Background: an optimization exercise with open tools, aiming at small area, a short achievable clock period and few clock cycles. Do not read the settings as production practice.
Where RTL was checked, it was by simulation tests only, not by an equivalence proof against the original.
No functional check of the RTL was part of run 2.
Power figures rest on the tool's default switching activity, not on a simulated workload.

==> flow/config.mk <==
export PLATFORM = sky130hd
export DESIGN_NAME = picoweb_engine
export DESIGN_NICKNAME = picoweb_engine
export VERILOG_FILES = /design/flow/design.v
export SDC_FILE = /design/flow/constraint.sdc
export NUM_CORES = 4
export LEC_CHECK = 0
export CAP_MARGIN = 20
export CORE_MARGIN = 2
export CORE_UTILIZATION = 40
export SLEW_MARGIN = 20
==> flow/design.v <==
module picoweb_engine (
    input  wire        clk,
    input  wire        rst,
    input  wire        cmd_valid,
    output wire        cmd_ready,
    input  wire [1:0]  cmd_op,       
    input  wire [7:0]  cmd_type,     
    input  wire [7:0]  cmd_ctx,      
    input  wire [15:0] cmd_len,      
    input  wire [15:0] cmd_addr,     
    input  wire [5:0]  rx_len,       
    output wire [4:0]  rx_addr,
    input  wire [7:0]  rx_data,
    output wire [15:0] pay_addr,
    input  wire [7:0]  pay_data,
    output wire        tx_valid,
    output wire [7:0]  tx_data,
    output wire        ev_valid,
    output wire [1:0]  ev_kind,      
    output wire [7:0]  ev_type,
    output wire [7:0]  ev_ctx,
    output wire [7:0]  ev_data,
    output wire        rsp_valid,
    output wire [2:0]  rsp_status
);
    localparam MARKER = 8'hA5;
    localparam OP_TICK = 2'd0, OP_SUBMIT = 2'd1, OP_REGISTER = 2'd2, OP_PING = 2'd3;
    localparam E_IDLE = 2'd0, E_AWAIT = 2'd1, E_SENDING = 2'd2, E_RECV = 2'd3;
    localparam S_IDLE = 3'd0,    
               S_RD   = 3'd1,    
               S_DEC  = 3'd2,    
               S_PAY  = 3'd3,    
               S_TX   = 3'd4,    
               S_FLS  = 3'd5,    
               S_RSP  = 3'd6;    
    localparam A_NONE = 3'd0, A_NOOP = 3'd1, A_START = 3'd2, A_REJ = 3'd3,
               A_ACK = 3'd4, A_END = 3'd5, A_DATA = 3'd6, A_RESEND = 3'd7;
    reg [2:0]  st;
    reg        rdy;
    reg        rspv;
    reg [1:0]  estate;
    reg [2:0]  q_n;
    reg [7:0]  h_seq;
    reg [2:0]  pp_n;
    reg        last_valid;
    reg        txv;
    reg        evv;
    reg        bodyon;
    reg        flushing;         
    reg        flp;              
    reg        pingld;           
    reg [6:0]  q_type [0:3];
    reg [7:0]  q_ctx  [0:3];
    reg [15:0] q_len  [0:3];
    reg [15:0] q_addr [0:3];
    reg [7:0]  pp [0:3];
    reg [2:0]  d_code;           
    reg [7:0]  d_seq, d_ctx, d_cks;
    reg [7:0]  d_b0;             
    reg [7:0]  txd;
    reg [4:0]  tpos;             
    reg [15:0] paddr;
    reg [4:0]  raddr;
    reg        syn;              
    reg [7:0]  acc;              
    reg [7:0]  f_type, f_seq, f_ctx;
    reg [5:0]  f_len;            
    reg [2:0]  f_kc;             
    reg [1:0]  stat;             
    reg [1:0]  evk;
    integer i;
    assign cmd_ready  = rdy;
    assign rx_addr    = raddr;
    assign pay_addr   = paddr;
    assign tx_valid   = txv;
    assign tx_data    = txd;
    assign ev_valid   = evv;
    assign ev_kind    = evk;
    assign ev_type    = f_type;
    assign ev_ctx     = f_ctx;
    assign ev_data    = acc;
    assign rsp_valid  = rspv;
    assign rsp_status = {stat, 1'b0};
    wire in_rd  = (st == S_RD);
    wire in_dec = (st == S_DEC);
    wire in_pay = (st == S_PAY);
    wire in_tx  = (st == S_TX);
    wire in_fls = (st == S_FLS);
    wire accept = rdy && cmd_valid;
    wire [15:0] h_rem = q_len[0];
    wire [4:0]  h_k   = (h_rem > 16'd24) ? 5'd24 : h_rem[4:0];
    wire        ok      = (acc == 8'd0);
    wire        own     = f_type[0];
    wire        is_noop = syn || (!own && ok && f_kc == 3'd0);
    reg [2:0] act;
    reg [1:0] est_n;
    reg       rec, mark, body, pop;
    always @(*) begin
        act   = A_NONE;
        est_n = estate;
        rec   = 1'b0;
        mark  = 1'b0;
        body  = 1'b0;
        pop   = 1'b0;
        if (is_noop) begin
            if (q_n == 3'd0)
                act = A_NOOP;
            else if (estate == E_IDLE) begin
                act   = A_START;
                est_n = E_AWAIT;
            end
        end else if (own) begin
        end else if (!ok) begin
            act = A_REJ;
        end else begin
            case (f_kc)
            3'd1: rec = 1'b1;
            3'd2: mark = 1'b1;
            3'd3: begin
                case (estate)
                E_IDLE:    act = A_NOOP;
                E_AWAIT:   est_n = E_SENDING;
                E_SENDING: begin
                    if (h_rem != 16'd0)
                        act = A_DATA;
                    else begin
                        act   = A_END;
                        pop   = 1'b1;
                        est_n = E_IDLE;
                    end
                end
                default: ;
                endcase
            end
            3'd4: if (last_valid) act = A_RESEND;
            3'd5: begin act = A_ACK; est_n = E_RECV; end
            3'd6: begin act = A_ACK; est_n = E_IDLE; end
            default: begin
                if (estate == E_RECV && f_len >= 6'd9) begin
                    act  = A_ACK;
                    body = 1'b1;
                end
            end
            endcase
        end
    end
    wire flush = (est_n == E_IDLE);
    reg pp_hit;
    always @(*) begin
        pp_hit = 1'b0;
        for (i = 0; i < 4; i = i + 1)
            if (pp_n > i && pp[i] == f_ctx) pp_hit = 1'b1;
    end
    wire pp_rec = in_dec && rec && !pp_hit && pp_n != 3'd4;
    wire pay_last  = in_pay && (tpos == 5'd0);
    wire more_pong = (pp_n != 3'd0) && (in_fls || (in_tx && tpos == 5'd31 && flushing));
    wire ld_dec    = in_dec && act != A_NONE && act != A_DATA && act != A_RESEND;
    wire ld        = ld_dec || more_pong || pay_last;     
    wire ld_d      = ld || pingld;                         
    wire [7:0] cks_ack   = 8'h0F ^ f_seq ^ f_ctx;
    wire [7:0] cks_rej   = f_seq ^ f_ctx ^ f_type;
    wire [7:0] cks_start = h_seq ^ q_ctx[0] ^ {q_type[0], 1'b1} ^ h_rem[15:8] ^ h_rem[7:0];
    wire [7:0] cks_end   = 8'h05 ^ h_seq ^ q_ctx[0];
    wire [7:0] cks_pong  = 8'h0D ^ pp[0];
    reg [2:0] n_code;
    reg [7:0] n_seq, n_ctx, n_b0, n_cks;
    always @(*) begin
        n_code = 3'd0; n_seq = 8'd0; n_ctx = 8'd0; n_cks = 8'h09; n_b0 = 8'd0;
        if (pingld) begin n_code = 3'd1; n_cks = 8'h0B; end  
        else case (st)
        S_PAY: begin                                         
            n_code = 3'd7; n_seq = h_seq; n_ctx = q_ctx[0]; n_b0 = {3'd0, h_k};
            n_cks = acc ^ pay_data;
        end
        S_DEC: begin
            case (act)
            A_ACK: begin
                n_code = 3'd3; n_seq = f_seq; n_ctx = f_ctx; n_cks = cks_ack;
            end
            A_REJ: begin
                n_code = 3'd4; n_seq = f_seq; n_ctx = f_ctx; n_b0 = f_type; n_cks = cks_rej;
            end
            A_START: begin
                n_code = 3'd5; n_seq = h_seq; n_ctx = q_ctx[0]; n_cks = cks_start;
            end
            A_END: begin
                n_code = 3'd6; n_seq = h_seq; n_ctx = q_ctx[0]; n_cks = cks_end;
            end
            default: ;                                       
            endcase
        end
        default: begin n_code = 3'd2; n_ctx = pp[0]; n_cks = cks_pong; end  
        endcase
    end
    wire [7:0] n_tbyte = (n_code == 3'd7) ? {q_type[0], 1'b1} : {4'd0, n_code, 1'b1};
    wire [7:0] d_tbyte = (d_code == 3'd7) ? {q_type[0], 1'b1} : {4'd0, d_code, 1'b1};
    wire [4:0] d_blen  = (d_code == 3'd7) ? d_b0[4:0] :
                         (d_code == 3'd4) ? 5'd1 : (d_code == 3'd5) ? 5'd3 : 5'd0;
    wire [7:0] data_hx = {q_type[0], 1'b1} ^ h_seq ^ q_ctx[0] ^ (8'd8 + {3'd0, h_k});
    wire [4:0] nx    = tpos + 5'd1;
    wire [4:0] nj    = nx - 5'd8;
    reg  [7:0] nbyte;
    always @(*) begin
        case (nx)
        5'd1: nbyte = d_seq;
        5'd2: nbyte = d_ctx;
        5'd3: nbyte = 8'd8 + {3'd0, d_blen};
        5'd4: nbyte = d_cks;
        5'd5, 5'd6, 5'd7: nbyte = 8'd0;
        default: begin
            if (nj >= d_blen)
                nbyte = 8'd0;
            else if (d_code == 3'd7)
                nbyte = pay_data;
            else if (d_code == 3'd4)
                nbyte = d_b0;
            else if (nj == 5'd0)
                nbyte = {q_type[0], 1'b1};
            else if (nj == 5'd1)
                nbyte = h_rem[15:8];
            else
                nbyte = h_rem[7:0];
        end
        endcase
    end
    always @(posedge clk) begin
        if (rst) begin
            st         <= S_IDLE;
            rdy        <= 1'b1;
            rspv       <= 1'b0;
            estate     <= E_IDLE;
            q_n        <= 3'd0;
            h_seq      <= 8'd0;
            pp_n       <= 3'd0;
            last_valid <= 1'b0;
            txv        <= 1'b0;
            evv        <= 1'b0;
            bodyon     <= 1'b0;
            flushing   <= 1'b0;
            flp        <= 1'b0;
            pingld     <= 1'b0;
        end else begin
            pingld <= 1'b0;
            evv <= bodyon || (flp && !in_dec) || (in_dec && mark);
            if (bodyon && {1'b0, raddr} + 6'd1 == f_len) bodyon <= 1'b0;
            if (flp && !in_dec) flp <= 1'b0;
            if (ld) begin
                last_valid <= 1'b1;
                txv        <= 1'b1;
                st         <= S_TX;
            end
            if (more_pong)
                pp_n <= pp_n - 3'd1;
            if (pp_rec)
                pp_n <= pp_n + 3'd1;
            case (st)
            S_IDLE: begin
                if (cmd_valid) begin
                    rdy <= 1'b0;
                    case (cmd_op)
                    OP_TICK:
                        st <= (rx_len < 6'd8) ? S_DEC : S_RD;
                    OP_SUBMIT: begin
                        if (cmd_type[7:1] >= 7'd7 && q_n != 3'd4)
                            q_n <= q_n + 3'd1;
                        rspv <= 1'b1;
                        st   <= S_RSP;
                    end
                    OP_REGISTER: begin
                        rspv <= 1'b1;
                        st   <= S_RSP;
                    end
                    OP_PING: begin
                        flushing   <= 1'b0;
                        pingld     <= 1'b1;
                        last_valid <= 1'b1;
                        txv        <= 1'b1;
                        st         <= S_TX;
                    end
                    endcase
                end
            end
            S_RD: begin
                if (raddr == 5'd0 && (syn || rx_data[0]))
                    st <= S_DEC;
                else if (raddr >= 5'd4 && {1'b0, raddr} + 6'd1 == f_len)
                    st <= S_DEC;
            end
            S_DEC: begin
                estate   <= est_n;
                flushing <= flush;
                flp      <= flush;
                bodyon   <= body;
                if (pop) begin
                    q_n   <= q_n - 3'd1;
                    h_seq <= 8'd0;
                end
                case (act)
                A_NONE: begin
                    if (flush)
                        st <= S_FLS;
                    else begin
                        rspv <= 1'b1;
                        st   <= S_RSP;
                    end
                end
                A_DATA:   st  <= S_PAY;
                A_RESEND: begin
                    txv <= 1'b1;
                    st  <= S_TX;
                end
                default: ;
                endcase
            end
            S_PAY:
                if (pay_last) h_seq <= h_seq + 8'd1;
            S_FLS:
                if (pp_n == 3'd0) begin
                    rspv <= 1'b1;
                    st   <= S_RSP;
                end
            S_TX: begin
                if (tpos == 5'd31) begin
                    if (!more_pong) txv <= 1'b0;
                end else if (tpos == 5'd30 && !(flushing && pp_n != 3'd0))
                    rspv <= 1'b1;
            end
            default: ;
            endcase
            if (rspv) begin
                rspv     <= 1'b0;
                rdy      <= 1'b1;
                st       <= S_IDLE;
                flushing <= 1'b0;
            end
        end
    end
    wire q_sh = in_dec && pop;
    always @(posedge clk) begin
        for (i = 0; i < 3; i = i + 1) begin
            if ((rdy && q_n == i) || q_sh) begin
                q_type[i] <= rdy ? cmd_type[7:1] : q_type[i+1];
                q_ctx[i]  <= rdy ? cmd_ctx       : q_ctx[i+1];
            end
            if ((rdy && q_n == i) || q_sh || (i == 0 && pay_last)) begin
                q_len[i]  <= rdy ? cmd_len  : (i == 0 && in_pay) ? h_rem - {11'd0, h_k} : q_len[i+1];
                q_addr[i] <= rdy ? cmd_addr : (i == 0 && in_pay) ? paddr + 16'd1        : q_addr[i+1];
            end
        end
        if (rdy && q_n == 3'd3) begin
            q_type[3] <= cmd_type[7:1];
            q_ctx[3]  <= cmd_ctx;
            q_len[3]  <= cmd_len;
            q_addr[3] <= cmd_addr;
        end
    end
    always @(posedge clk) begin
        for (i = 0; i < 4; i = i + 1)
            if ((pp_rec && pp_n == i) || (more_pong && i < 3))
                pp[i] <= in_dec ? f_ctx : pp[(i + 1) % 4];
    end
    always @(posedge clk) begin
        if (ld_d) begin
            d_code <= n_code; d_seq <= n_seq; d_ctx <= n_ctx; d_cks <= n_cks; d_b0 <= n_b0;
        end
    end
    always @(posedge clk) begin
        if (bodyon) begin
            evk   <= 2'd0;
            acc   <= rx_data;
            raddr <= raddr + 5'd1;
        end
        if (flp && !in_dec) begin
            evk    <= 2'd2;
            acc    <= 8'd0;
            f_type <= 8'd0;
            f_ctx  <= 8'd0;
        end
        if (ld) begin
            txd  <= n_tbyte;
            tpos <= 5'd0;
        end else if (in_dec && act == A_RESEND) begin
            txd  <= d_tbyte;
            tpos <= 5'd0;
        end else if (in_tx) begin
            tpos <= nx;
            txd  <= pingld ? 8'h00 : nbyte;
            if (tpos == 5'd6)
                paddr <= q_addr[0] - {11'd0, d_b0[4:0]};
            else
                paddr <= paddr + 16'd1;
        end
        case (st)
        S_IDLE: begin
            txd   <= 8'h03;              
            tpos  <= 5'd0;
            raddr <= 5'd3;
            acc   <= 8'd0;
            f_len <= (rx_len > 6'd32) ? 6'd32 : rx_len;
            syn   <= (rx_len < 6'd8);
            stat  <= (cmd_op != OP_SUBMIT)    ? 2'd0 :
                     (cmd_type[7:1] < 7'd7)   ? 2'd1 :
                     (q_n == 3'd4)            ? 2'd2 : 2'd0;
        end
        S_RD: begin
            acc <= acc ^ rx_data;
            case (raddr)
            5'd0: f_type <= rx_data;
            5'd1: begin
                f_seq <= rx_data;
                f_kc  <= (f_type[7:1] < 7'd7) ? f_type[3:1] : 3'd7;
            end
            5'd2: f_ctx <= rx_data;
            5'd3: begin
                f_len <= rx_data[5:0];
                syn   <= (rx_data < 8'd8) || (rx_data > {2'b00, f_len});
            end
            default: ;
            endcase
            if (raddr == 5'd3)
                raddr <= 5'd0;
            else if (raddr == 5'd2)
                raddr <= 5'd4;
            else
                raddr <= raddr + 5'd1;
        end
        S_DEC: begin
            raddr <= 5'd8;
            if (mark) begin
                evk <= 2'd1;
                acc <= MARKER;
            end
            if (act == A_DATA) begin
                paddr <= q_addr[0];
                tpos  <= h_k - 5'd1;
                acc   <= data_hx;
            end
        end
        S_PAY: begin
            acc   <= acc ^ pay_data;
            paddr <= paddr + 16'd1;
            if (!pay_last) tpos <= tpos - 5'd1;
        end
        default: ;
        endcase
    end
endmodule
==> flow/constraint.sdc <==
create_clock -name core_clock -period 10.0 [get_ports {clk}]
set_input_delay 2.0000 -clock core_clock [delete_from_list [all_inputs] [get_ports {clk}]]
set_output_delay 2.0000 -clock core_clock [all_outputs]
set_load 0.01 [all_outputs]
==> flow/standard.sh <==
#!/bin/bash
# synth_recipe.tcl (not shown) runs the flow's synth.tcl, then flattens the netlist and writes it again
# the make line also repeats each setting of config.mk as NAME=value (left out here)
make -C /OpenROAD-flow-scripts/flow DESIGN_CONFIG=/design/flow/config.mk WORK_HOME=/design/flow/orfs CLKGATE_MAP_FILE= SYNTH_SCRIPT=/design/flow/synth_recipe.tcl "${@:-finish}"
==> flow/flow/run.sh <==
#!/bin/bash
# Standard ORFS layout of the design (the standard.sh, its constraint.sdc
# unchanged), with these changes to how the layout is made:
#  - repair_timing aims for extra setup slack (SETUP_SLACK_MARGIN),
#  - the port buffers are buf_2 cells (repair may resize them),
#  - clock tree synthesis inserts no dummy loads.
set -euo pipefail
export SETUP_SLACK_MARGIN=${MARGIN:-6.8}
export BUFFER_PORTS_ARGS="-buffer_cell sky130_fd_sc_hd__buf_2"
export CTS_ARGS="-sink_clustering_enable -repair_clock_nets -dont_use_dummy_load"
bash standard.sh finish > flow_finish.log 2>&1
==> results of run 1 <==
-- kinds of logic after synthesis --
family | count (synthesis)
simple gates | 655
compound gates | 557
flops | 363
buf+inv | 271
xor+xnor | 150
fa+ha+maj | 53
mux | 30
other cells | 2
-- layer usage --
| layer | routed length [um] | share of wire | vias to the layer above | GRT usage |
|---|---|---|---|---|
| li1 | - | - | 7759 | - |
| met1 | 29300 | 0.45 | 7995 | 0.350 |
| met2 | 29300 | 0.45 | 644 | 0.384 |
| met3 | 5060 | 0.077 | 105 | 0.0418 |
| met4 | 2050 | 0.031 | 0 | 0.0870 |
| met5 | 0 | 0 | - | 0 |
-- worst min-delay path by stage --
stage,end,slack [ns],depth (start not counted)
2_1_floorplan,last_valid$_SDFF_PP0_,0.44,2
3_3_place_gp,evk[0]$_DFF_P_,0.42,2
3_5_place_dp,evk[0]$_DFF_P_,0.44,2
4_1_cts,evk[0]$_DFF_P_,0.45,2
5_1_grt,evk[0]$_DFF_P_,0.49,2
6_report,evk[0]$_DFF_P_,0.45,2
-- state kept, by name (all words and copies together), names as in the netlist, 5 cells and up --
register and flops:
h_seq 8, f_type 8, q_len 64, txd 8
f_ctx 8, d_seq 8, f_len 6, tpos 5
d_ctx 8, q_type 28, acc 8, f_seq 8
q_ctx 32, d_b0 8, d_cks 8, paddr 16
pp 32, q_addr 64, raddr 5
-- final cells by class --
type	instances	area, um^2
Tap cell	672	841
Multi-Input combinational cell	1447	9330
Fill cell	4735	26600
Inverter	157	596
Antenna cell	1	2.50
Timing Repair Buffer	222	1380
Clock buffer	42	1050
Sequential cell	363	10100
-- cell usage after synthesis (13+ instances only) --
cell / n / share of area
a22oi_1: 22 / 0.0082
o31ai_1: 14 / 0.0052
a31oi_1: 13 / 0.0040
nor4_1: 16 / 0.0050
nand3_1: 51 / 0.013
xor2_1: 61 / 0.027
ha_1: 52 / 0.032
dfxtp_1: 83 / 0.082
edfxtp_1: 280 / 0.42
o21ai_0: 205 / 0.051
nand2_1: 267 / 0.050
mux2i_1: 28 / 0.014
inv_1: 156 / 0.029
nand2b_1: 17 / 0.0053
nand4_1: 14 / 0.0043
a211oi_1: 23 / 0.0086
and3_1: 19 / 0.0059
clkbuf_1: 95 / 0.018
a221oi_1: 17 / 0.0074
nor3_1: 46 / 0.011
xnor2_1: 89 / 0.039
nor2b_1: 14 / 0.0043
a21oi_1: 104 / 0.026
nor2_1: 147 / 0.027
-- layout by cell type, fill, tap and decap left out, types with 9 or more instances in the layout --
cell type	n
a211oi_1	21
a21boi_0	11
a21o_1	9
a21oi_1	99
a221oi_1	16
a22o_1	12
a22oi_1	22
a31oi_1	13
and3_1	18
buf_2	133
buf_4	82
clkbuf_16	42
dfxtp_1	54
dfxtp_2	22
edfxtp_1	280
ha_1	49
inv_1	155
mux2i_1	28
nand2_1	264
nand2b_1	15
nand3_1	48
nand4_1	14
nor2_1	143
nor2b_1	14
nor3_1	43
nor4_1	13
o211ai_1	9
o21ai_0	202
o22ai_1	10
o31ai_1	12
or3_1	9
xnor2_1	89
xor2_1	61
-- what timing repair did --
item                       in CTS  in global routing
gates resized for setup        63                 33
buffers inserted               32                 32
setup endpoints to repair     236                150
pin swaps                       8                  8
cloned                          0                  0
-- power groups by stage --
stage	Clock [mW]	Combinational (mW)	Sequential (mW)
after global routing	1.37	2.54	2.36
after global placement	0	1.99	2.38
after detailed placement	0	2.01	2.38
after floorplan	0	1.46	2.19
after CTS	1.32	2.20	2.33
final	1.29	2.34	2.34
-- stage by stage --
stage | util | hold slack [ns] | setup WS [ns]
finish | 0.467 | 0.450 | 6.82
floorplan | - | 0.440 | 6.62
detailed placement | 0.429 | 0.441 | 6.08
global route | 0.467 | 0.485 | 6.67
global placement | 0.429 | 0.425 | 6.13
CTS | 0.459 | 0.452 | 6.80
==> impl_metrics.tcl, run 1 <==
set metrics [dict create \
    cp.required_ns 8.00 \
    switching_share 0.394 \
    gp_congestion 0.941 \
    crit_family "flip-flops" \
    drive_gt1_frac 0.170 \
    fp-row-count 82 \
    dieHeight_um 228 \
    tightest_slew_ns 0.953 \
    synth_compound_area_frac 0.180 \
    drc_errors 0 \
    leakagePower_nw 9.06 \
    p_seq_frac 0.392 \
    r2r.worst_path.cells 8 \
    rrSetupSlack_ns 6.83 \
    r2r_end "q_len[0][0]$_DFFE_PP_" \
    avgSynthCellArea_um2 9.68 \
    cts.sink_count 363 \
    grt_pass1_wl_mm 98.4 \
    wl_mm 65.7 \
    vias 16503 \
    grtUsageTotal 0.248 \
    dp_hpwl_mm 47.3 \
    syn2layout_area_growth_pct 15.7 \
    hold_start "evk[0]$_DFF_P_" \
    antenna_found_initial 0 \
    yosys.area_share.simple 0.155 \
    cpPeakStageDelay_ns 0.46 \
    crit_fanout 9 \
    dieArea_um2 52200 \
    grt_max_degree 114 \
    period_share 0.318 \
    max_cap_viol_count 0 \
    setup_viol 0 \
    r2r_start "st[1]$_SDFF_PP0_" \
    hold_viol 0 \
    hold_buffers 0 \
    synth_fa_ha_area_frac 0.0333 \
    chipWidth_um 228 \
    fin_crit_ns 3.18 \
    internal_power_mw 3.62 \
    stdcell_count 2904 \
    clk_latency_ns 0.57 \
    worst-setup-path-type "flip-flop to output port" \
    finalNetCount 2361 \
    antenna_left 0 \
    clock-root-buffer "clkbuf_16" \
    dr.pass1.iters 6 \
    grt_overflow 0 \
    drt_iter0_drc 1740 \
    boundaryPins 137 \
    start_util 0.403 \
    worst_setup_path_end_kind "output port" \
    timing.setup.tns_ns 0 \
    final_area_um2 23300 \
    async_reset_ff_frac 0 \
    status "no timing/DRC/antenna violations" \
    synth-seq-cells 363 \
    peakVddDrop_mv 0.123 \
    ys_types 93 \
    max_freq_ghz 0.315 \
    fp.coreArea_um2 50000 \
    arrival_ns 1.18 \
    yosys_warnings 6 \
    synth_top_family_by_area "compound AO/OA/AOI/OAI gates" \
    cts_tree "yes" \
    endpoint "ev_type[0]" \
    synth-xor-area-share 0.0652 \
    p_comb_frac 0.392 \
    synth_edf_count 280 \
    htreeDepth 2 \
    p_per_area_nw_per_um2 256 \
    portBuffers 134 \
    cp.depth 1 \
    total_power_mw 5.97 \
    clk_path_buf_depth 3 \
    dpl_cell_area_um2 21400 \
    power.net_switching_mw 2.35 \
    first_global_vias 15617 \
    cp_cell_sequence "buf_2" \
    p_clk_frac 0.215 \
    maxSlewHeadroom 0.365 \
    synth_nets 2209 \
    critical_path.startpoint "f_type[0]$_DFF_P_" \
    path_buf_inv 1 \
    place_inst 2797 \
    yosysSeqAreaShare 0.500 \
    path_clk_slew_ns 0.06 \
    hp-class "flip-flop to flip-flop" \
    cp-start-kind "flip-flop" \
    clock_skew_ns 0.0613 \
    synth_area_um2 20100 \
    via_per_inst 5.68 \
    cts_buffers 42 \
    synthFlopType "edfxtp_1" \
    slew_viol_final 0 \
    critical-path-slowest-cell "dfxtp_4" \
    wire_per_inst_um 22.6 \
    synthMuxAreaShare 0.0150 \
    syn_inst 2081 \
    rsz0062_at_grt "yes" \
]
Testbench counts, summed over its fixed seeds: cycles 105,091.
==> run 2, diff against run 1 <==
--- a/flow/design.v
+++ b/flow/design.v
@@ -365,9 +365,14 @@
         end
     end
+    wire [4:0] raddr_inc = raddr + 5'd1;
+    wire [4:0] raddr_n   = (st == S_IDLE) ? 5'd3 :
+                           (st == S_DEC)  ? 5'd8 :
+                           (st == S_RD && raddr == 5'd3) ? 5'd0 :
+                           (st == S_RD && raddr == 5'd2) ? 5'd4 : raddr_inc;
+    always @(posedge clk) raddr <= raddr_n;
     always @(posedge clk) begin
         if (bodyon) begin
             evk   <= 2'd0;
             acc   <= rx_data;
-            raddr <= raddr + 5'd1;
         end
         if (flp && !in_dec) begin
@@ -395,5 +400,4 @@
             txd   <= 8'h03;              
             tpos  <= 5'd0;
-            raddr <= 5'd3;
             acc   <= 8'd0;
             f_len <= (rx_len > 6'd32) ? 6'd32 : rx_len;
@@ -418,13 +422,6 @@
             default: ;
             endcase
-            if (raddr == 5'd3)
-                raddr <= 5'd0;
-            else if (raddr == 5'd2)
-                raddr <= 5'd4;
-            else
-                raddr <= raddr + 5'd1;
         end
         S_DEC: begin
-            raddr <= 5'd8;
             if (mark) begin
                 evk <= 2'd1;
==> run 2 against run 1 <==
Net effect: clock power hardly changed; power decreased by 6.3%; register-to-register slack lost 0.05 ns; flip-flop and latch count did not move; critical path type is now flip-flop to flip-flop; critical endpoint is now d_cks[3]$_SDFFCE_PP1P_; largest power group unchanged.
==> impl_metrics.tcl, run 2 <==
set metrics [dict create \
    status "no timing/DRC/antenna violations" \
    maxSlewHeadroom 0.314 \
    synth_edf_count 275 \
    first_global_vias 16006 \
    cts.sink_count 363 \
    worst_setup_path_end_kind "flip-flop" \
    synth-seq-cells 363 \
    clock_skew_ns 0.0680 \
    crit_top_cell "buf_4" \
    fp.coreArea_um2 50300 \
    fin_ws_ns 6.78 \
    fin_crit_ns 3.22 \
    fp-row-count 82 \
    rrSetupSlack_ns 6.78 \
    finalNetCount 2397 \
    synth_top_area_frac 0.405 \
    p_per_area_nw_per_um2 236 \
    power.net_switching_mw 2.15 \
    highest_layer "met4" \
    synthMuxAreaShare 0.0161 \
    dp_slack_ns 5.78 \
    path_clk_slew_ns 0.06 \
    crit_fanout 9 \
    cp_cell_sequence "nor4_4 -> a21oi_2 -> o31a_1 -> buf_4 -> nor3_4 -> buf_4 -> nand2_4 -> a31oi_1 -> a2111oi_2 -> o21ai_2" \
    clk_latency_ns 0.58 \
    wire_per_inst_um 23.0 \
    wl_mm 67.7 \
    synth_area_um2 20400 \
    htreeDepth 2 \
    synth_top_family_by_area "compound AO/OA/AOI/OAI gates" \
    cts_tree "yes" \
    worst-setup-path-type "flip-flop to flip-flop" \
    vias 17051 \
    cts_buffers 42 \
    dr.pass1.iters 6 \
    dieHeight_um 230 \
    cpPeakStageDelay_ns 0.49 \
    drc_errors 0 \
    timing.setup.tns_ns 0 \
    antenna_left 0 \
    antenna_found_initial 2 \
    route.met3.wl_mm 5.23 \
    leakagePower_nw 9.13 \
    clk_path_buf_depth 3 \
    portBuffers 134 \
    grt_overflow 0 \
    synthFlopType "edfxtp_1" \
    start_util 0.406 \
    largestRegisters "q_addr (64), q_len (64)" \
    drive_gt1_frac 0.183 \
    cp.required_ns 10.35 \
    clock-root-buffer "clkbuf_16" \
    synth-xor-area-share 0.0653 \
    max_freq_ghz 0.310 \
    avgSynthCellArea_um2 9.62 \
    routed-wl-met2_mm 29.8 \
    yosys-top-cells-count "edfxtp_1 (275), o21ai_0 (216), nand2_1 (205)" \
    grt_pass1_wl_mm 100 \
    final_common_cell "edfxtp_1" \
    internal_power_mw 3.44 \
    hold_viol 0 \
    syn2layout_area_growth_pct 16.5 \
    cp-start-kind "flip-flop" \
    yosys.area_share.simple 0.150 \
    via_per_inst 5.80 \
    yosysMostFrequentCell "edfxtp_1" \
    antenna_cells 0 \
    p_clk_frac 0.233 \
    syn_inst 2120 \
    arrival_ns 3.57 \
    synth_fa_ha_area_frac 0.0329 \
    async_reset_ff_frac 0 \
    grt_max_degree 124 \
    grtUsageTotal 0.249 \
    switching_share 0.385 \
    p_comb_frac 0.367 \
    setup_viol 0 \
    period_share 0.322 \
    gp_congestion 0.954 \
    p_seq_frac 0.400 \
    drt_iter0_drc 1783 \
    dieArea_um2 52800 \
    synth_nets 2248 \
    tightest_slew_ns 1.03 \
    synth_compound_area_frac 0.189 \
    peakVddDrop_mv 0.131 \
    wl_met1_mm 29.9 \
    critical-path-slowest-cell "edfxtp_1" \
    ys_types 96 \
    slew_viol_final 0 \
    most-common-layout-cells "edfxtp_1 (275), o21ai_0 (210), nand2_1 (200)" \
    yosys-top-cells-area "edfxtp_1 (40%), dfxtp_1 (8.6%), o21ai_0 (5.3%)" \
    max_cap_viol_count 0 \
    yosys_warnings 6 \
    hp-class "flip-flop to flip-flop" \
    rsz0062_at_grt "yes" \
    dp_hpwl_mm 47.1 \
    chipWidth_um 230 \
    yosysTopAreaCell "edfxtp_1" \
    boundaryPins 137 \
    yosysSeqAreaShare 0.491 \
]
run 2: cell types whose count changed in the layout (fill, tap and decap cells not counted), moves of 9 or more:
cell      change
and2_1       +10
nand2_1      -64
a21o_1       +28
dfxtp_4      +14
inv_1         +9
nand2b_1     +12
a32oi_1      +10
a22o_1       -10
run 2: worst max-delay path: cells and delay by family (launching register included):
family                 cells  cell delay, ns
flip-flops                 1            0.49
buffers and inverters      2            0.40
AO/OA/AOI/OAI              5            1.26
AND/OR/NAND/NOR            3            0.83
run 2: timing repair:
action                     in CTS  in global routing
buffers inserted               32                 35
setup endpoints to repair     292                114
gates cloned                    1                  3
hold buffers                    0                  0
resized for setup             109                 40
pin swaps                      10                 12
run 2: cell type report:
cell class	instances	area (um^2)
Clock buffer	42	1050
Fill cell	4736	26500
Timing Repair inverter	1	5.00
Tap cell	672	841
Inverter	167	631
Timing Repair Buffer	225	1410
Sequential cell	363	10100
Multi-Input combinational cell	1469	9700
run 2: routing by layer:
metal | vias to the layer above | GRT usage
met3 | 147 | 0.0408
met4 | 0 | 0.111
met2 | 745 | 0.374
met1 | 8221 | 0.352
met5 | - | 0
li1 | 7938 | -
run 2: final timing paths:
check	startpoint	cells after the start	end
min reg2reg	txd[6]$_SDFFE_PP0P_	2	txd[6]$_SDFFE_PP0P_
max reg2reg	q_len[0][5]$_DFFE_PP_	10	d_cks[3]$_SDFFCE_PP1P_
min	txd[6]$_SDFFE_PP0P_	2	txd[6]$_SDFFE_PP0P_
max	q_len[0][5]$_DFFE_PP_	10	d_cks[3]$_SDFFCE_PP1P_
run 2: through the flow:
| stage | power (mW) | hold slack [ns] | util | cells | cell area (um^2) |
|---|---|---|---|---|---|
| final | 5.60 | 0.478 | 0.473 | 2939 | 23800 |
| after global routing | 5.85 | 0.498 | 0.473 | 2939 | 23800 |
| after CTS | 5.45 | 0.473 | 0.464 | 2901 | 23300 |
| after detailed placement | 3.98 | 0.459 | 0.430 | 2826 | 21600 |
| after global placement | 3.95 | 0.435 | 0.430 | 2826 | 21600 |
| after floorplan | 3.31 | 0.450 | - | 2120 | 20400 |
run 2: cell families after synthesis:
| group | count (synthesis) |
|---|---|
| flops | 363 |
| mux | 32 |
| simple gates | 626 |
| other cells | 2 |
| fa+ha+maj | 53 |
| compound gates | 602 |
| xor+xnor | 152 |
| buf+inv | 290 |
run 2: power groups by stage:
stage	Combinational [mW]	Clock, mW	Sequential [mW]
after floorplan	1.21	0	2.10
after global placement	1.65	0	2.30
after detailed placement	1.67	0	2.31
after CTS	1.90	1.33	2.22
after global routing	2.21	1.39	2.26
final	2.05	1.31	2.24
==> run 3, diff against run 2 <==
--- a/flow/design.v
+++ b/flow/design.v
@@ -56,5 +56,6 @@
     reg [7:0]  pp [0:3];
     reg [2:0]  d_code;           
-    reg [7:0]  d_seq, d_ctx, d_cks;
+    reg [7:0]  d_seq, d_ctx;
+    reg [7:0]  d_cks;            
     reg [7:0]  d_b0;             
     reg [7:0]  txd;
@@ -64,5 +65,5 @@
     reg        syn;              
     reg [7:0]  acc;              
-    reg [7:0]  f_type, f_seq, f_ctx;
+    reg [7:0]  f_type, f_ctx;    
     reg [5:0]  f_len;            
     reg [2:0]  f_kc;             
@@ -88,4 +89,5 @@
     wire in_fls = (st == S_FLS);
     wire accept = rdy && cmd_valid;
+    wire rd_last = in_rd && raddr >= 5'd4 && {1'b0, raddr} + 6'd1 == f_len;
     wire [15:0] h_rem = q_len[0];
     wire [4:0]  h_k   = (h_rem > 16'd24) ? 5'd24 : h_rem[4:0];
@@ -158,37 +160,31 @@
     wire ld        = ld_dec || more_pong || pay_last;     
     wire ld_d      = ld || pingld;                         
-    wire [7:0] cks_ack   = 8'h0F ^ f_seq ^ f_ctx;
-    wire [7:0] cks_rej   = f_seq ^ f_ctx ^ f_type;
-    wire [7:0] cks_start = h_seq ^ q_ctx[0] ^ {q_type[0], 1'b1} ^ h_rem[15:8] ^ h_rem[7:0];
-    wire [7:0] cks_end   = 8'h05 ^ h_seq ^ q_ctx[0];
-    wire [7:0] cks_pong  = 8'h0D ^ pp[0];
     reg [2:0] n_code;
-    reg [7:0] n_seq, n_ctx, n_b0, n_cks;
+    reg [7:0] n_seq, n_ctx, n_b0;
     always @(*) begin
-        n_code = 3'd0; n_seq = 8'd0; n_ctx = 8'd0; n_cks = 8'h09; n_b0 = 8'd0;
-        if (pingld) begin n_code = 3'd1; n_cks = 8'h0B; end  
+        n_code = 3'd0; n_seq = 8'd0; n_ctx = 8'd0; n_b0 = 8'd0;
+        if (pingld) n_code = 3'd1;                           
         else case (st)
         S_PAY: begin                                         
             n_code = 3'd7; n_seq = h_seq; n_ctx = q_ctx[0]; n_b0 = {3'd0, h_k};
-            n_cks = acc ^ pay_data;
         end
         S_DEC: begin
             case (act)
             A_ACK: begin
-                n_code = 3'd3; n_seq = f_seq; n_ctx = f_ctx; n_cks = cks_ack;
+                n_code = 3'd3; n_seq = rx_data; n_ctx = f_ctx;
             end
             A_REJ: begin
-                n_code = 3'd4; n_seq = f_seq; n_ctx = f_ctx; n_b0 = f_type; n_cks = cks_rej;
+                n_code = 3'd4; n_seq = rx_data; n_ctx = f_ctx; n_b0 = f_type;
             end
             A_START: begin
-                n_code = 3'd5; n_seq = h_seq; n_ctx = q_ctx[0]; n_cks = cks_start;
+                n_code = 3'd5; n_seq = h_seq; n_ctx = q_ctx[0];
             end
             A_END: begin
-                n_code = 3'd6; n_seq = h_seq; n_ctx = q_ctx[0]; n_cks = cks_end;
+                n_code = 3'd6; n_seq = h_seq; n_ctx = q_ctx[0];
             end
             default: ;                                       
             endcase
         end
-        default: begin n_code = 3'd2; n_ctx = pp[0]; n_cks = cks_pong; end  
+        default: begin n_code = 3'd2; n_ctx = pp[0]; end     
         endcase
     end
@@ -197,5 +193,9 @@
     wire [4:0] d_blen  = (d_code == 3'd7) ? d_b0[4:0] :
                          (d_code == 3'd4) ? 5'd1 : (d_code == 3'd5) ? 5'd3 : 5'd0;
-    wire [7:0] data_hx = {q_type[0], 1'b1} ^ h_seq ^ q_ctx[0] ^ (8'd8 + {3'd0, h_k});
+    wire [7:0] d_lbyte = 8'd8 + {3'd0, d_blen};
+    wire [7:0] d_bodyx = (d_code == 3'd7) ? d_cks :
+                         (d_code == 3'd4) ? d_b0 :
+                         (d_code == 3'd5) ? ({q_type[0], 1'b1} ^ h_rem[15:8] ^ h_rem[7:0]) : 8'd0;
+    wire [7:0] d_cksum = d_tbyte ^ d_seq ^ d_ctx ^ d_lbyte ^ d_bodyx;
     wire [4:0] nx    = tpos + 5'd1;
     wire [4:0] nj    = nx - 5'd8;
@@ -205,6 +205,6 @@
         5'd1: nbyte = d_seq;
         5'd2: nbyte = d_ctx;
-        5'd3: nbyte = 8'd8 + {3'd0, d_blen};
-        5'd4: nbyte = d_cks;
+        5'd3: nbyte = d_lbyte;
+        5'd4: nbyte = d_cksum;
         5'd5, 5'd6, 5'd7: nbyte = 8'd0;
         default: begin
@@ -284,5 +284,5 @@
                 if (raddr == 5'd0 && (syn || rx_data[0]))
                     st <= S_DEC;
-                else if (raddr >= 5'd4 && {1'b0, raddr} + 6'd1 == f_len)
+                else if (rd_last)
                     st <= S_DEC;
             end
@@ -361,6 +361,8 @@
     end
     always @(posedge clk) begin
+        if (pay_last)
+            d_cks <= acc ^ pay_data;
         if (ld_d) begin
-            d_code <= n_code; d_seq <= n_seq; d_ctx <= n_ctx; d_cks <= n_cks; d_b0 <= n_b0;
+            d_code <= n_code; d_seq <= n_seq; d_ctx <= n_ctx; d_b0 <= n_b0;
         end
     end
@@ -368,4 +370,5 @@
     wire [4:0] raddr_n   = (st == S_IDLE) ? 5'd3 :
                            (st == S_DEC)  ? 5'd8 :
+                           rd_last        ? 5'd1 :
                            (st == S_RD && raddr == 5'd3) ? 5'd0 :
                            (st == S_RD && raddr == 5'd2) ? 5'd4 : raddr_inc;
@@ -411,8 +414,5 @@
             case (raddr)
             5'd0: f_type <= rx_data;
-            5'd1: begin
-                f_seq <= rx_data;
-                f_kc  <= (f_type[7:1] < 7'd7) ? f_type[3:1] : 3'd7;
-            end
+            5'd1: f_kc <= (f_type[7:1] < 7'd7) ? f_type[3:1] : 3'd7;
             5'd2: f_ctx <= rx_data;
             5'd3: begin
@@ -431,5 +431,5 @@
                 paddr <= q_addr[0];
                 tpos  <= h_k - 5'd1;
-                acc   <= data_hx;
+                acc   <= 8'd0;
             end
         end
--- a/flow/config.mk
+++ b/flow/config.mk
@@ -8,4 +8,4 @@
 export CAP_MARGIN = 20
 export CORE_MARGIN = 2
-export CORE_UTILIZATION = 40
+export CORE_UTILIZATION = 60
 export SLEW_MARGIN = 20
==> run 3 against run 2 <==
Net effect: cell count is 10% lower; non-clock buffer count is 12 lower; flip-flop and latch count is 8 lower; critical path type unchanged; synthesized area is 4.0% lower; clock-buffer cell count is 3 lower; wire length is 12% lower; die area is 35% lower; still clean.
==> impl_metrics.tcl, run 3 <==
set metrics [dict create \
    status "no timing/DRC/antenna violations" \
    ys_types 88 \
    dr.pass1.iters 5 \
    clock-root-buffer "clkbuf_16" \
    cp.required_ns 10.39 \
    synth_nets 2193 \
    cp_cell_sequence "or4_4 -> nor4_4 -> buf_4 -> a311oi_4 -> o31a_4 -> buf_12 -> a211oi_4 -> nor2_2 -> o21ai_2 -> nor3_1 -> a211o_1" \
    grt_pass1_wl_mm 88.7 \
    first_global_vias 15081 \
    fp.coreArea_um2 32400 \
    htreeDepth 2 \
    p_per_area_nw_per_um2 245 \
    synth-seq-cells 355 \
    chipWidth_um 185 \
    dp_hpwl_mm 41.6 \
    grtUsageTotal 0.342 \
    final_common_cell "nand2_1" \
    max_freq_ghz 0.311 \
    yosysMostFrequentCell "nand2_1" \
    max_cap_viol_count 0 \
    crit_family "compound AO/OA/AOI/OAI gates" \
    antenna_left 0 \
    yosysTopAreaCell "edfxtp_1" \
    path_clk_slew_ns 0.06 \
    vias 16583 \
    hold_ws_ns 0.460 \
    cts_tree "yes" \
    worst-setup-path-type "flip-flop to flip-flop" \
    yosys-top-cells-count "nand2_1 (291), edfxtp_1 (267), o21ai_0 (221)" \
    crit_fanout 5 \
    yosys_warnings 6 \
    multi_input_area_um2 9460 \
    cpPeakStageDelay_ns 0.60 \
    dieHeight_um 185 \
    synth_top_area_frac 0.409 \
    finalNetCount 2333 \
    async_reset_ff_frac 0 \
    wl_mm 59.9 \
    clock_skew_ns 0.0419 \
    drc_errors 0 \
    slew_viol_final 0 \
    synthFlopType "edfxtp_1" \
    fillers 2528 \
    antenna_cells 0 \
    grt_max_degree 107 \
    seq_area_um2 9830 \
    tightest_slew_ns 1.16 \
    most-common-layout-cells "nand2_1 (285), edfxtp_1 (267), o21ai_0 (214)" \
    via_per_inst 6.27 \
    cts.sink_count 355 \
    wire_per_inst_um 22.6 \
    rsz0062_at_grt "yes" \
    syn2layout_area_growth_pct 16.3 \
    hold_viol 0 \
    synth_area_um2 19600 \
    dieArea_um2 34100 \
    cp-start-kind "flip-flop" \
    leakagePower_nw 9.04 \
    fin_crit_ns 3.21 \
    boundaryPins 137 \
    clk_path_buf_depth 3 \
    timing.setup.tns_ns 0 \
    setup_viol 0 \
    grt_overflow 0 \
    syn_inst 2066 \
    worst_setup_path_end_kind "flip-flop" \
    fp-row-count 66 \
    yosys-top-cells-area "edfxtp_1 (41%), dfxtp_1 (9.0%), o21ai_0 (5.6%)" \
    critical-path-slowest-cell "or4_4" \
    clk_latency_ns 0.53 \
    period_share 0.321 \
    hp-class "flip-flop to flip-flop" \
    antenna_found_initial 1 \
    avgSynthCellArea_um2 9.48 \
    portBuffers 134 \
    yosysSeqAreaShare 0.499 \
    start_util 0.605 \
    peakVddDrop_mv 0.178 \
    path_buf_inv 2 \
    cts_buffers 39 \
    gp_congestion 0.961 \
    drt_iter0_drc 2050 \
    maxSlewHeadroom 0.223 \
    arrival_ns 3.61 \
    largestRegisters "q_addr (64), q_len (64)" \
    drive_gt1_frac 0.186 \
    synth_edf_count 267 \
]
## run 3: area by class of cell
class	instances	area share
sequential	355	0.432
timing repair buffer	213	0.0594
multi-input combinational	1438	0.415
clock buffer	39	0.0429
tap	442	0.0243
inverter	159	0.0265
## run 3: stage by stage
stage / area (um^2) / utilization / worst slack (ns) / power, mW / std cells
global route: 22800 / 0.704 / 6.67 / 5.83 / 2646
detailed placement: 20600 / 0.635 / 5.77 / 3.94 / 2545
global placement: 20600 / 0.635 / 5.86 / 3.89 / 2545
CTS: 22100 / 0.681 / 6.70 / 5.27 / 2608
finish: 22800 / 0.704 / 6.79 / 5.59 / 2646
floorplan: 19600 / - / 6.54 / 3.35 / 2066
## run 3: report_power, final
| part | leakage (nW) | switching (mW) | internal, mW | total (mW) |
|---|---|---|---|---|
| sequential | 3.22 | 0.341 | 1.88 | 2.22 |
| combinational | 5.34 | 1.26 | 0.894 | 2.15 |
| clock | 0.481 | 0.528 | 0.683 | 1.21 |
| total | 9.04 | 2.13 | 3.46 | 5.59 |
## run 3: cell families (layout without fill, tap and decap cells)
family,Yosys count,in the layout,share of synthesized area
and+or+nand+nor,695,699,0.167
AOI/OAI and AO/OA,521,522,0.167
DFF,355,355,0.499
buffers and inverters,278,411,0.0549
xor gates and xnor gates,138,138,0.0652
adders and majority gates,52,52,0.0336
muxes,25,25,0.0133
other,2,2,0.000384
## run 3: worst paths after layout
kind | from | end | slack (ns) | depth (start not counted)
hold reg to reg | evk[1]$_DFF_P_ | evk[1]$_DFF_P_ | 0.46 | 2
setup reg to reg | q_len[0][7]$_DFFE_PP_ | txd[1]$_SDFFE_PP1P_ | 6.79 | 11
hold / removal | evk[1]$_DFF_P_ | evk[1]$_DFF_P_ | 0.46 | 2
setup / recovery | q_len[0][7]$_DFFE_PP_ | txd[1]$_SDFFE_PP1P_ | 6.79 | 11
## run 3: repair_timing
action                                  4_1_cts  5_1_grt
cloned                                        1        4
hold buffers                                  0        0
pin swaps                                    16       38
gates resized for setup                      84       84
endpoints found under the setup margin      265      202
hold endpoints to repair                      0        0
setup buffers                                23       34
## run 3: worst min-delay path: cells and delay by family (launching register included)
family	cells	cell delay, ns
simple gates	2	0.11
flops	1	0.31
## run 3: routing by layer
layer  vias up  part of all wire  track usage
met2       835              0.44        0.513
met4         0             0.028       0.0930
li1       7609                 -            -
met5         -                 0            0
met3       106             0.092       0.0470
met1      8033              0.44        0.520
Testbench counts of run 3, summed over its fixed seeds: cycles 105,091.
==> run 4, diff against run 3 <==
==> flow/flow/run.sh (replaced) <==
#!/bin/bash
# Standard ORFS layout of the design (the standard.sh, its constraint.sdc
# unchanged), with these changes to how the layout is made:
#  - repair_timing aims for extra setup slack (SETUP_SLACK_MARGIN),
#  - the port buffers are buf_2 cells (repair may resize them),
#  - clock tree synthesis inserts no dummy loads, and clusters more sinks per buffer.
set -euo pipefail
export SETUP_SLACK_MARGIN=${MARGIN:-6.8}
export BUFFER_PORTS_ARGS="-buffer_cell sky130_fd_sc_hd__buf_2"
export CTS_ARGS="-sink_clustering_enable -repair_clock_nets -dont_use_dummy_load -sink_clustering_size ${CTS_SIZE:-20} -sink_clustering_max_diameter ${CTS_DIAM:-100}"
bash standard.sh finish > flow_finish.log 2>&1
--- a/flow/config.mk
+++ b/flow/config.mk
@@ -6,6 +6,6 @@
 export NUM_CORES = 4
 export LEC_CHECK = 0
-export CAP_MARGIN = 20
+export CAP_MARGIN = 5
 export CORE_MARGIN = 2
 export CORE_UTILIZATION = 60
-export SLEW_MARGIN = 20
+export SLEW_MARGIN = 5
==> run 4 against run 3 <==
Net effect: utilization is 2.2 points lower; maximum frequency is 0.82% lower; highest routed layer unchanged; die area stayed put; worst setup slack worse by 0.027 ns; combinational power is 6% lower; wire length is 2.0% lower; critical endpoint is now txd[5]$_SDFFE_PP0P_; power is 9.0% lower; clock skew hardly changed; via count is 0.97% lower; sequential power hardly changed; clock power is 29% lower; design area is 3.1% lower.
==> impl_metrics.tcl, run 4 <==
set metrics [dict create \
    drc_errors 0 \
    hp-class "flip-flop to flip-flop" \
    synthFlopType "edfxtp_1" \
    dr.pass1.iters 6 \
    drive_gt1_frac 0.171 \
    setup_viol 0 \
    cp_cell_sequence "or4_4 -> o41a_1 -> o31a_1 -> nor3_4 -> o21a_2 -> o21ai_2 -> a311oi_2 -> a211oi_1 -> nor3_1" \
    critical-path-slowest-cell "or4_4" \
    finalNetCount 2303 \
    final_common_cell "nand2_1" \
    grtUsageTotal 0.339 \
    yosysMostFrequentCell "nand2_1" \
    ys_types 88 \
    chipWidth_um 185 \
    wl_mm 58.7 \
    hold_viol 0 \
    crit_family "compound AO/OA/AOI/OAI gates" \
    cp-start-kind "flip-flop" \
    gp_congestion 0.961 \
    cts_buffers 22 \
    worst_setup_path_end_kind "flip-flop" \
    antenna_found_initial 1 \
    rsz0062_at_grt "yes" \
    async_reset_ff_frac 0 \
    grt_max_degree 107 \
    synth-seq-cells 355 \
    synth_top_area_frac 0.409 \
    wire_per_inst_um 22.5 \
    peakVddDrop_mv 0.151 \
    fp-row-count 66 \
    max_cap_viol_count 0 \
    hold_buffers 0 \
    p_per_area_nw_per_um2 231 \
    synth_edf_count 267 \
    arrival_ns 3.69 \
    most-common-layout-cells "nand2_1 (284), edfxtp_1 (267), o21ai_0 (214)" \
    path_buf_inv 0 \
    syn2layout_area_growth_pct 12.7 \
    htreeDepth 1 \
    leakagePower_nw 8.71 \
    cts.sink_count 355 \
    boundaryPins 137 \
    portBuffers 134 \
    antenna_cells 0 \
    period_share 0.324 \
    yosys-top-cells-count "nand2_1 (291), edfxtp_1 (267), o21ai_0 (221)" \
    dieHeight_um 185 \
    max_freq_ghz 0.309 \
    yosys-top-cells-area "edfxtp_1 (41%), dfxtp_1 (9.0%), o21ai_0 (5.6%)" \
    first_global_vias 14957 \
    final_area_um2 22100 \
    synth_nets 2193 \
    fp.coreArea_um2 32400 \
    via_per_inst 6.28 \
    grt_use_met2 0.516 \
    met3_usage 0.0389 \
    vias 16422 \
    drt_iter0_drc 1905 \
    largestRegisters "q_addr (64), q_len (64)" \
    dp_hpwl_mm 41.6 \
    maxSlewHeadroom 0.354 \
    yosysSeqAreaShare 0.499 \
    synth_area_um2 19600 \
    cpPeakStageDelay_ns 0.60 \
    cts_tree "yes" \
    slew_viol_final 0 \
    dieArea_um2 34100 \
    antenna_left 0 \
    syn_inst 2066 \
    yosys_warnings 6 \
    busiest_layer "met1" \
    avgSynthCellArea_um2 9.48 \
    grt_overflow 0 \
    start_util 0.605 \
    worst-setup-path-type "flip-flop to flip-flop" \
    dpl_cell_area_um2 20600 \
    clock_skew_ns 0.0423 \
    status "no timing/DRC/antenna violations" \
    tightest_slew_ns 0.968 \
    clock-root-buffer "clkbuf_16" \
    path_clk_slew_ns 0.09 \
    clk_path_buf_depth 3 \
    cp.required_ns 10.45 \
    use_met1 0.518 \
    crit_fanout 5 \
    clk_latency_ns 0.54 \
    fin_crit_ns 3.24 \
    timing.setup.tns_ns 0 \
    yosysTopAreaCell "edfxtp_1" \
    grt_pass1_wl_mm 88.2 \
]
-- run 4: cell counts after synthesis --
Identical to the previous run, type by type.
-- run 4: worst paths after layout --
check | slack (ns) | from | end | cells after the start
worst max-delay path | 6.76 | q_len[0][11]$_DFFE_PP_ | txd[5]$_SDFFE_PP0P_ | 9
worst min-delay path | 0.47 | evk[1]$_DFF_P_ | evk[1]$_DFF_P_ | 2
worst max register to register | 6.76 | q_len[0][11]$_DFFE_PP_ | txd[5]$_SDFFE_PP0P_ | 9
worst min register to register | 0.47 | evk[1]$_DFF_P_ | evk[1]$_DFF_P_ | 2
-- run 4: logic make-up after synthesis --
kind of cell / share of synthesized area
and+or+nand+nor: 0.167
adders and majority gates: 0.0336
AOI/OAI and AO/OA: 0.167
xor gates and xnor gates: 0.0652
buffers and inverters: 0.0549
DFF: 0.499
other: 0.000384
muxes: 0.0133
-- run 4: repair_timing --
action,CTS,global route
resized for setup,100,53
endpoints found under the setup margin,289,190
pin swaps,7,13
buffers inserted,20,28
cloned,1,0
-- run 4: tightest hold or removal path: stages, from the launching register on --
cell and delay (ns):
dfxtp_1 0.32, nand2_1 0.06, nand2_1 0.05
-- run 4: layout make-up --
cell class                      instances  area (um^2)
Multi-Input combinational cell       1434         9240
Tap cell                              442          553
Sequential cell                       355         9850
Timing Repair Buffer                  204         1260
Inverter                              159          603
Clock buffer                           22          551
Fill cell                            2638        10300
-- run 4: layer usage --
metal | routed length [um] | vias up
met5 | 0 | -
met4 | 1470 | 0
met3 | 4930 | 92
met2 | 26300 | 753
met1 | 26100 | 8049
li1 | - | 7528
-- run 4: per-stage QoR --
step	instances	total power, mW	worst slack, ns	util	hold slack [ns]
3_5_place_dp	2545	3.94	5.77	0.635	0.441
4_1_cts	2588	4.90	6.75	0.667	0.456
2_1_floorplan	2066	3.35	6.54	-	0.430
6_report	2616	5.09	6.76	0.681	0.466
3_3_place_gp	2545	3.89	5.86	0.635	0.433
5_1_grt	2616	5.33	6.68	0.681	0.482
-- run 4: power breakdown --
part | switching, mW | internal, mW | leakage (nW)
combinational | 1.20 | 0.822 | 5.22
sequential | 0.328 | 1.88 | 3.22
clock | 0.467 | 0.391 | 0.271
total | 1.99 | 3.10 | 8.71
==> run 5, diff against run 4 <==
--- a/flow/config.mk
+++ b/flow/config.mk
@@ -6,6 +6,6 @@
 export NUM_CORES = 4
 export LEC_CHECK = 0
-export CAP_MARGIN = 5
+export CAP_MARGIN = 20
 export CORE_MARGIN = 2
 export CORE_UTILIZATION = 60
-export SLEW_MARGIN = 5
+export SLEW_MARGIN = 20
==> run 5 against run 4 <==
Net effect: maximum frequency unchanged; synthesized cell count unchanged; wire length unchanged; clock power barely moved; synthesized area did not move; worst setup slack unchanged; non-clock buffer count is the same; design area did not move; sequential power about the same; register-to-register slack about the same; clock skew unchanged.
==> impl_metrics.tcl, run 5 <==
set metrics [dict create \
    path_clk_slew_ns 0.09 \
    start_util 0.605 \
    dp_hpwl_mm 41.6 \
    fillers 2638 \
    rrSetupSlack_ns 6.76 \
    clk_latency_ns 0.54 \
    boundaryPins 137 \
    tightest_slew_ns 0.968 \
    synth_compound_area_frac 0.167 \
    fp-row-count 66 \
    clock-root-buffer "clkbuf_16" \
    hp-class "flip-flop to flip-flop" \
    ys_types 88 \
    slew_viol_final 0 \
    synth_nets 2193 \
    p_per_area_nw_per_um2 231 \
    crit_fanout 5 \
    htreeDepth 1 \
    synthMuxAreaShare 0.0133 \
    peakVddDrop_mv 0.151 \
    gp_congestion 0.961 \
    finalNetCount 2303 \
    synth_fa_ha_area_frac 0.0336 \
    clk_path_buf_depth 3 \
    status "no timing/DRC/antenna violations" \
    first_global_vias 14957 \
    cts.sink_count 355 \
    largestRegisters "q_addr (64), q_len (64)" \
    yosysTopAreaCell "edfxtp_1" \
    synth_top_area_frac 0.409 \
    antenna_left 0 \
    fin_crit_ns 3.24 \
    max_freq_ghz 0.309 \
    leakagePower_nw 8.71 \
    hold_start "evk[1]$_DFF_P_" \
    synth-xor-area-share 0.0652 \
    hold_viol 0 \
    place_inst 2545 \
    r2r.worst_path.cells 9 \
    grtUsageTotal 0.339 \
    antenna_found_initial 1 \
    arrival_ns 3.69 \
    dieHeight_um 185 \
    drive_gt1_frac 0.171 \
    async_reset_ff_frac 0 \
    synth_top_family_by_area "simple AND/OR/NAND/NOR gates" \
    yosys_warnings 6 \
    drc_errors 0 \
    dr.pass1.iters 6 \
    portBuffers 134 \
    synthFlopType "edfxtp_1" \
    yosysSeqAreaShare 0.499 \
    antenna_cells 0 \
    worst-setup-path-type "flip-flop to flip-flop" \
    syn_inst 2066 \
    synth-seq-cells 355 \
    fp.coreArea_um2 32400 \
    grt_overflow 0 \
    drt_iter0_drc 1905 \
    final_common_cell "nand2_1" \
    grt_pass1_wl_mm 88.2 \
    worst_setup_path_end_kind "flip-flop" \
    most-common-layout-cells "nand2_1 (284), edfxtp_1 (267), o21ai_0 (214)" \
    hold_buffers 0 \
    chipWidth_um 185 \
    wl_mm 58.7 \
    synth_area_um2 19600 \
    cts_tree "yes" \
    yosys-top-cells-area "edfxtp_1 (41%), dfxtp_1 (9.0%), o21ai_0 (5.6%)" \
    yosys.area_share.simple 0.167 \
    rsz0062_at_grt "yes" \
    hold-path-cell-count 2 \
    setup_viol 0 \
    worstHoldEndpoint "evk[1]$_DFF_P_" \
    dieArea_um2 34100 \
    synth_edf_count 267 \
    via_per_inst 6.28 \
    yosys-top-cells-count "nand2_1 (291), edfxtp_1 (267), o21ai_0 (221)" \
    max_cap_viol_count 0 \
    grt_max_degree 107 \
    yosysMostFrequentCell "nand2_1" \
    avgSynthCellArea_um2 9.48 \
    hold_ws_ns 0.466 \
    stdcell_count 2616 \
    syn2layout_area_growth_pct 12.7 \
    cp-start-kind "flip-flop" \
    cts_buffers 22 \
    clock_skew_ns 0.0423 \
    timing.setup.tns_ns 0 \
    r2r_end "txd[5]$_SDFFE_PP0P_" \
    maxSlewHeadroom 0.354 \
    period_share 0.324 \
    vias 16422 \
    wire_per_inst_um 22.5 \
    total_power_mw 5.09 \
    r2r_start "q_len[0][11]$_DFFE_PP_" \
    cp.required_ns 10.45 \
]
## run 5: routing by layer
layer  GRT usage  share of wire  vias to the layer above
met5           0              0                        -
met4      0.0879          0.025                        0
met3      0.0389          0.084                       92
met2       0.516           0.45                      753
met1       0.518           0.44                     8049
li1            -              -                     7528
## run 5: worst max-delay path, cell delays in order, from the launching register on
cell	delay, ns
edfxtp_1	0.46
or4_4	0.60
o41a_1	0.50
o31a_1	0.37
nor3_4	0.28
o21a_2	0.24
o21ai_2	0.14
a311oi_2	0.26
a211oi_1	0.10
nor3_1	0.20
## run 5: worst max path at each step
| stage | start | end | slack (ns) | cells after the start |
|---|---|---|---|---|
| after floorplan | rx_data[1] | syn$_DFFE_PP_ | 6.54 | 10 |
| after global placement | tpos[0]$_DFF_P_ | txd[1]$_SDFFE_PP1P_ | 5.86 | 14 |
| after detailed placement | tpos[0]$_DFF_P_ | txd[1]$_SDFFE_PP1P_ | 5.77 | 14 |
| after CTS | tpos[1]$_DFF_P_ | paddr[15]$_DFF_P_ | 6.75 | 13 |
| after global routing | q_len[0][11]$_DFFE_PP_ | txd[6]$_SDFFE_PP0P_ | 6.68 | 9 |
| final | q_len[0][11]$_DFFE_PP_ | txd[5]$_SDFFE_PP0P_ | 6.76 | 9 |
## run 5: power by group
group,internal (mW),switching (mW)
clock,0.391,0.467
sequential,1.88,0.328
combinational,0.822,1.20
total,3.10,1.99
## run 5: cell families after synthesis
| logic type | after synthesis |
|---|---|
| AND/OR/NAND/NOR | 695 |
| AO/OA/AOI/OAI | 521 |
| flip-flops | 355 |
| buffers and inverters | 278 |
| XOR/XNOR | 138 |
| adder cells (fa/ha/maj) | 52 |
| multiplexers | 25 |
| other | 2 |
## run 5: timing repair
item / 4_1_cts / 5_1_grt
endpoints found under the setup margin: 289 / 190
setup buffers: 20 / 28
pin swaps: 7 / 13
gates cloned: 1 / 0
resized for setup: 100 / 53
## run 5: per-stage QoR
stage / area [um^2] / setup slack, ns / utilization
global placement: 20600 / 5.86 / 0.635
global route: 22100 / 6.68 / 0.681
CTS: 21600 / 6.75 / 0.667
floorplan: 19600 / 6.54 / -
finish: 22100 / 6.76 / 0.681
detailed placement: 20600 / 5.77 / 0.635
## run 5: final cells by class
cell class	count	area, um^2	share of cell area
Clock buffer	22	551	0.0250
Inverter	159	603	0.0273
Multi-Input combinational cell	1434	9240	0.419
Sequential cell	355	9850	0.447
Tap cell	442	553	0.0251
Timing Repair Buffer	204	1260	0.0569
==> run 6, diff against run 5 <==
--- a/flow/flow/run.sh
+++ b/flow/flow/run.sh
@@ -6,5 +6,5 @@
 #  - clock tree synthesis inserts no dummy loads, and clusters more sinks per buffer.
 set -euo pipefail
-export SETUP_SLACK_MARGIN=${MARGIN:-6.8}
+export SETUP_SLACK_MARGIN=${MARGIN:-6.9}
 export BUFFER_PORTS_ARGS="-buffer_cell sky130_fd_sc_hd__buf_2"
 export CTS_ARGS="-sink_clustering_enable -repair_clock_nets -dont_use_dummy_load -sink_clustering_size ${CTS_SIZE:-20} -sink_clustering_max_diameter ${CTS_DIAM:-100}"
==> run 6 against run 5 <==
Net effect: non-clock buffer count up 69; synthesized cell count unchanged; cell count grew 2.7%; global-route usage is 0.099 points higher.
==> impl_metrics.tcl, run 6 <==
set metrics [dict create \
    cp_cell_sequence "or4_4 -> o41a_1 -> o31a_1 -> nor3_4 -> buf_4 -> a211oi_4 -> nand2b_4 -> a211oi_2 -> nor3_2 -> a211o_1" \
    crit_family "compound AO/OA/AOI/OAI gates" \
    chipWidth_um 185 \
    finalNetCount 2374 \
    cp-start-kind "flip-flop" \
    antenna_left 0 \
    syn2layout_area_growth_pct 17.2 \
    gp_congestion 0.969 \
    tightest_slew_ns 1.30 \
    cpPeakStageDelay_ns 0.59 \
    peakVddDrop_mv 0.162 \
    cts_tree "yes" \
    antenna_cells 0 \
    yosysTopAreaCell "edfxtp_1" \
    dp_slack_ns 5.85 \
    synth_edf_count 267 \
    path_clk_slew_ns 0.09 \
    internal_power_mw 3.24 \
    rsz0062_at_grt "yes" \
    timing.setup.tns_ns 0 \
    total_power_mw 5.34 \
    yosys_warnings 6 \
    ys_types 88 \
    syn_inst 2066 \
    path_buf_inv 1 \
    crit_fanout 6 \
    synth_area_um2 19600 \
    max_freq_ghz 0.316 \
    arrival_ns 3.61 \
    dr.pass1.iters 6 \
    boundaryPins 137 \
    grtUsageTotal 0.340 \
    multi_input_area_um2 9540 \
    worst-setup-path-type "flip-flop to flip-flop" \
    final_common_cell "nand2_1" \
    p_per_area_nw_per_um2 233 \
    htreeDepth 1 \
    clk_latency_ns 0.55 \
    yosysMostFrequentCell "nand2_1" \
    power.net_switching_mw 2.11 \
    avgSynthCellArea_um2 9.48 \
    wl_mm 59.4 \
    dieHeight_um 185 \
    clk_path_buf_depth 3 \
    fin_crit_ns 3.16 \
    grt_max_degree 130 \
    synthFlopType "edfxtp_1" \
    yosys-top-cells-area "edfxtp_1 (41%), dfxtp_1 (9.0%), o21ai_0 (5.6%)" \
    fp-row-count 66 \
    yosysSeqAreaShare 0.499 \
    dp_hpwl_mm 40.4 \
    hold_viol 0 \
    start_util 0.605 \
    async_reset_ff_frac 0 \
    slew_viol_final 0 \
    critical-path-slowest-cell "or4_4" \
    p_clk_frac 0.157 \
    status "no timing/DRC/antenna violations" \
    via_per_inst 6.21 \
    fin_ws_ns 6.84 \
    grt_overflow 0 \
    first_global_vias 14941 \
    max_cap_viol_count 0 \
    yosys-top-cells-count "nand2_1 (291), edfxtp_1 (267), o21ai_0 (221)" \
    vias 16698 \
    wire_per_inst_um 22.1 \
    clock_skew_ns 0.0392 \
    setup_viol 0 \
    synth_top_area_frac 0.409 \
    fp.coreArea_um2 32400 \
    fillers 2472 \
    leakagePower_nw 9.15 \
    synth_nets 2193 \
    cts.sink_count 355 \
    fin_util 0.709 \
    hold_buffers 0 \
    hp-class "flip-flop to flip-flop" \
    worst_setup_path_end_kind "flip-flop" \
    period_share 0.316 \
    cp.required_ns 10.44 \
    drive_gt1_frac 0.221 \
    drt_iter0_drc 2069 \
    p_seq_frac 0.404 \
    dieArea_um2 34100 \
    synth-seq-cells 355 \
    p_comb_frac 0.439 \
    maxSlewHeadroom 0.133 \
    drc_errors 0 \
    switching_share 0.394 \
    most-common-layout-cells "nand2_1 (282), edfxtp_1 (267), o21ai_0 (211)" \
    seq_area_um2 9930 \
    antenna_found_initial 1 \
    portBuffers 134 \
    cts_buffers 21 \
    grt_pass1_wl_mm 88.5 \
    clock-root-buffer "clkbuf_16" \
    largestRegisters "q_addr (64), q_len (64)" \
]
-- run 6: cell counts after synthesis --
Identical to the previous run, type by type.
-- run 6: final cells by class --
class	instances	share of cell area
Sequential cell	355	0.432
Multi-Input combinational cell	1437	0.416
Timing Repair Buffer	273	0.0786
Inverter	159	0.0264
Tap cell	442	0.0241
Clock buffer	21	0.0229
-- run 6: stage by stage --
stage	hold slack, ns	cell area, um^2	std cells
final	0.477	23000	2687
after global routing	0.474	23000	2687
after CTS	0.448	22200	2634
after detailed placement	0.433	20500	2540
after global placement	0.431	20500	2540
after floorplan	0.430	19600	2066
-- run 6: logic make-up (layout without fill, tap and decap cells) --
| group | count (synthesis) | count (layout) | share of synthesized area |
|---|---|---|---|
| multiplexers | 25 | 25 | 0.0133 |
| other | 2 | 2 | 0.000384 |
| flip-flops | 355 | 355 | 0.499 |
| XOR/XNOR | 138 | 138 | 0.0652 |
| buffers and inverters | 278 | 453 | 0.0549 |
| AND/OR/NAND/NOR | 695 | 699 | 0.167 |
| AO/OA/AOI/OAI | 521 | 521 | 0.167 |
| adder cells (fa/ha/maj) | 52 | 52 | 0.0336 |
-- run 6: power by group through the flow --
stage                     sequential [mW]  clock (mW)  combinational, mW
final                                2.16       0.841               2.34
after global routing                 2.18       0.897               2.50
after CTS                            2.15       0.850               2.08
after detailed placement             2.24           0               1.69
after global placement               2.23           0               1.66
after floorplan                      2.08           0               1.28
-- run 6: worst reg2reg max path, delay by kind of cell (launching register included) --
kind	cells	cell delay [ns]
compound gates	5	1.40
simple gates	4	1.11
flops	1	0.43
buf+inv	1	0.15
-- run 6: final timing paths --
path	cells past startpoint	slack [ns]	end	from
setup / recovery	10	6.84	txd[1]$_SDFFE_PP1P_	q_len[0][9]$_DFFE_PP_
hold / removal	1	0.48	st[2]$_SDFF_PP0_	rspv$_SDFF_PP0_
setup reg to reg	10	6.84	txd[1]$_SDFFE_PP1P_	q_len[0][9]$_DFFE_PP_
hold reg to reg	1	0.48	st[2]$_SDFF_PP0_	rspv$_SDFF_PP0_
-- run 6: layer usage --
layer	wire length, um	up-vias	global-route usage
met3	5890	115	0.0557
met1	25600	8012	0.516
li1	-	7687	-
met5	13	-	0
met4	1850	2	0.101
met2	26000	882	0.502
-- run 6: timing repair --
| item | 4_1_cts | 5_1_grt |
|---|---|---|
| hold endpoints to repair | 0 | 0 |
| pin swaps | 30 | 30 |
| cloned | 3 | 1 |
| setup buffers | 70 | 52 |
| endpoints found under the setup margin | 313 | 139 |
| resized for setup | 172 | 76 |

[afterwards: timing with drivers on the ports]
How much do the figures lean on ideal ports? The routed layouts below were timed once more, with nothing changed but the port constraints. Step 1 (the two cells are an assumption about what drives the block):
set clk [get_ports {clk}]
set_driving_cell -lib_cell sky130_fd_sc_hd__clkbuf_16 $clk
set_driving_cell -lib_cell sky130_fd_sc_hd__buf_2 [delete_from_list [all_inputs] $clk]
Step 2 also shifts input and output timing later by t, the mid clock arrival at the registers, as if the neighbouring blocks saw the same clock. Slacks: ideal / step 1 / step 2; pairs: ideal / step 1.
| run | t, ns | slack for setup (ns) | clock arrival spread, ns |
|---|---|---|---|
| run 1 | 0.599 | 6.821 / 6.765 / 6.280 | 0.061 / 0.061 |
| run 2 | 0.608 | 6.775 / 6.764 / 6.287 | 0.068 / 0.068 |
| run 3 | 0.562 | 6.789 / 6.748 / 6.249 | 0.042 / 0.042 |
| run 4 | 0.575 | 6.762 / 6.756 / 6.294 | 0.043 / 0.042 |
| run 5 | 0.575 | 6.762 / 6.756 / 6.294 | 0.043 / 0.042 |
| run 6 | 0.585 | 6.836 / 6.836 / 6.370 | 0.039 / 0.039 |
After both steps every run listed still meets setup and hold. For run 1, which loses most, drivers alone change the setup slack by -0.056 ns; drivers and shift together by -0.541 ns.
